This is an optimization exercise on Yosys and OpenROAD, whose aim is small area, a short achievable clock period and few clock cycles per item, not a production implementation.
Power is estimated from default activity; no workload was simulated.

## job 1007
==> flow/design.v (excerpt) <==
module glyph_rounder (
    input  wire       clk,
    input  wire       rst,         
    input  wire       in_valid,
    output wire       in_ready,
    input  wire [7:0] in_data,
    output wire       out_valid,
    input  wire       out_ready,
    output wire [7:0] out_data
);
    reg [7:0] a [0:8];
    reg [6:0] up;
    reg [2:0] kin;           
    reg [2:0] j;             
    reg       pend;          
    reg       pre;           
    reg       newrow;        
    reg       pv;            
    reg [2:0] pcr;
    reg [5:0] acc;
    reg       inv_a;         
    reg       inv_b;         
    reg [7:0] obuf, skid;
    reg       ov, sv;
    reg       rdy;
    assign in_ready  = rdy;
    assign out_valid = ov;
    assign out_data  = obuf;
    wire adv      = pend ? ~sv : pre;           
    wire consume  = pend & ~sv;
    wire do_lower = in_valid & rdy;
    wire complete = do_lower & (kin == 3'd7);
    wire cdone    = ~pend | (j == 3'd7);        
    wire [2:0] pc = a[0][0] + a[0][1] + a[0][2] + a[0][3] +
                    a[0][4] + a[0][5] + a[0][6];
    wire [2:0] pidx   = kin - {2'd0, newrow} - 3'd1;    
    wire       pfirst = (pidx == 3'd0);
    wire       plast  = pv & (pidx == 3'd7);
  ...
Size in the first run: about 410 cells after synthesis, about 120 flip-flops, roughly 22 I/O pins.
clock: 8.0 ns
lec_check: 0
abc_area: 1
cap_margin: 20
core_margin: 2
core_utilization: 40
cts_buf_list: sky130_fd_sc_hd__clkbuf_4
place_density: 0.6
setup_slack_margin: 5.0
slew_margin: 20
standard.sh (not shown) runs the stock make flow with config.mk's settings and CLKGATE_MAP_FILE= SYNTH_SCRIPT=/design/flow/synth_recipe.tcl, a recipe that flattens the netlist after the stock synthesis.
==> flow/flow/run.sh <==
#!/bin/bash
# Standard layout, with the port buffers made of sky130_fd_sc_hd__buf_2
# instead of the cell buffer_ports picks by default.  Make's output goes to
# flow_make.log; each ORFS step keeps its own log under orfs/logs/.
set -euo pipefail
bash standard.sh finish \
    "BUFFER_PORTS_ARGS=-buffer_cell sky130_fd_sc_hd__buf_2" > flow_make.log 2>&1
The following lists how job 7509 was set up differently from job 1007:
# job 1007
export LEC_CHECK = 0
export ABC_AREA = 1
export CAP_MARGIN = 20
export CORE_MARGIN = 2
export CORE_UTILIZATION = 40
export CTS_BUF_LIST = sky130_fd_sc_hd__clkbuf_4
export PLACE_DENSITY = 0.6
export SETUP_SLACK_MARGIN = 5.0
export SLEW_MARGIN = 20
create_clock -name core_clock -period 8.0 [get_ports {clk}]
# job 7509
export LEC_CHECK = 0
export ABC_AREA = 1
export CAP_MARGIN = 20
export CORE_MARGIN = 2
export CORE_UTILIZATION = 40
export PLACE_DENSITY = 0.6
export SETUP_SLACK_MARGIN = 5.0
export SLEW_MARGIN = 20
create_clock -name core_clock -period 8.0 [get_ports {clk}]
==> flow/run.sh (new file) <==
#!/bin/bash
# synth_recipe.tcl (not shown) runs the flow's synth.tcl, then flattens the netlist and writes it again
# the make line also repeats each setting of config.mk as NAME=value (left out here)
make -C /OpenROAD-flow-scripts/flow DESIGN_CONFIG=/design/flow/config.mk WORK_HOME=/design/flow/orfs CLKGATE_MAP_FILE= SYNTH_SCRIPT=/design/flow/synth_recipe.tcl finish
removed: flow/flow/run.sh
removed: flow/standard.sh
==> results.txt <==
Final critical delay including setup and external delays: job 7509 worse than job 1007
Re area added between synthesis and finish: job 1007 was lower than job 7509.
[compare] base=job 1007 new=job 7509: clock insertion delay at the later pin of the skew report has decreased, cell area has increased.
Sequential cell area in the final layout essentially unchanged between job 7509 and job 1007.
Against job 1007, highest clock rate in job 7509 fell by a few percent.
Compared with job 1007, job 7509 shows a higher global routing usage summed across all routing layers.
Diff job 1007..job 7509 | DRC violation count after routing | unchanged
Job 7509 vs. job 1007: final setup slack of the worst path went down by 180 ps.
The inputs of job 4895 differ from those of job 7509 as listed below.
# job 7509
export LEC_CHECK = 0
export ABC_AREA = 1
export CAP_MARGIN = 20
export CORE_MARGIN = 2
export CORE_UTILIZATION = 40
export PLACE_DENSITY = 0.6
export SETUP_SLACK_MARGIN = 5.0
export SLEW_MARGIN = 20
create_clock -name core_clock -period 8.0 [get_ports {clk}]
# job 4895
export LEC_CHECK = 0
export ABC_AREA = 1
export CAP_MARGIN = 20
export CORE_MARGIN = 2
export CORE_UTILIZATION = 40
export CTS_BUF_LIST = sky130_fd_sc_hd__clkbuf_4
export PLACE_DENSITY = 0.6
export SETUP_SLACK_MARGIN = 5.0
export SLEW_MARGIN = 20
create_clock -name core_clock -period 8.0 [get_ports {clk}]
For the synthesis-to-layout area growth, job 4895 came in 6.5 points lower than job 7509 did. Diff job 7509 -> job 4895: global-route usage lost 0.16 points; part of the cycle the worst path needs saw an increase; via count held steady; total number of cells along the worst setup path -2. Looking at clock transition at the register clock pins on the worst setup and hold paths after CTS across job 7509 and job 4895, the one that comes out higher is job 4895. On job 4895: clock network fraction of design power is 13 points lower than what job 7509 gave. Across both runs, final total power was lower for job 4895 than for job 7509. Of the two candidates, job 7509 has the worse worst hold slack and job 4895 the better one.
Edits applied to the flow inputs when going from job 4895 to job 7437:
# job 4895
export LEC_CHECK = 0
export ABC_AREA = 1
export CAP_MARGIN = 20
export CORE_MARGIN = 2
export CORE_UTILIZATION = 40
export CTS_BUF_LIST = sky130_fd_sc_hd__clkbuf_4
export PLACE_DENSITY = 0.6
export SETUP_SLACK_MARGIN = 5.0
export SLEW_MARGIN = 20
create_clock -name core_clock -period 8.0 [get_ports {clk}]
# job 7437
export LEC_CHECK = 0
export CAP_MARGIN = 20
export CORE_MARGIN = 2
export CORE_UTILIZATION = 40
export PLACE_DENSITY = 0.6
export SLEW_MARGIN = 20
create_clock -name core_clock -period 8.0 [get_ports {clk}]
Notes after the runs:
Power after layout went up by more than 10% going from job 4895 to job 7437.
In the reports for job 7437 and job 4895, the larger via count belongs to job 4895.
Final critical delay including setup and external delays came out higher on job 7437 than on job 4895.
Job 4895 vs job 7437, source of the critical timing path: in_valid vs sv$_SDFF_PP0_
Diff job 4895 -> job 7437: xor and xnor fraction of the mapped netlist area went up by 0.47 points; met3 usage in global routing was more or less identical; wire length went up by 6.3%; number of non-filler instances in the completed layout went down by 40; non-clock buffer count went down by about 13%.
No functional check of the RTL was part of any run of this note.

-- afterwards: timing with drivers on the ports --
In the flow no input, the clock included, has a driving cell. The finished layouts below were timed again as built, in two steps. Step 1 sets driving cells, clkbuf_16 on the clock port and buf_2 on the other inputs (assumed; they add their load-dependent delay and slew). Step 2 adds t to the input delays and takes it off the output delays; t is the mean of the earliest and latest rising clock arrival at the registers after step 1. Input paths then give back, and output paths get back, about the clock's delay inside the block. Slacks: ideal ports / drivers / drivers and shift; pairs: ideal ports / drivers.
| run | shift t [ns] | slack for setup (ns) | worst hold slack (ns) | slew at the worst register clock pin (ns) | worst data-port slew with drivers (ns) |
|---|---|---|---|---|---|
| job 1007 | 0.544 | 5.262 / 5.271 / 4.728 | 0.412 / 0.412 / 0.412 | 0.11 / 0.11 | 0.03 |
| job 7509 | 0.448 | 5.082 / 5.047 / 4.652 | 0.414 / 0.414 / 0.414 | 0.05 / 0.05 | 0.03 |
| job 4895 | 0.540 | 5.048 / 5.059 / 4.519 | 0.419 / 0.419 / 0.419 | 0.11 / 0.11 | 0.03 |
| job 7437 | 0.441 | 4.334 / 4.334 / 4.334 | 0.415 / 0.415 / 0.415 | 0.06 / 0.06 | 0.03 |
After both steps every run listed still meets setup and hold. For job 1007, which loses most, drivers alone change the setup slack by +0.009 ns; drivers and shift together by -0.534 ns.
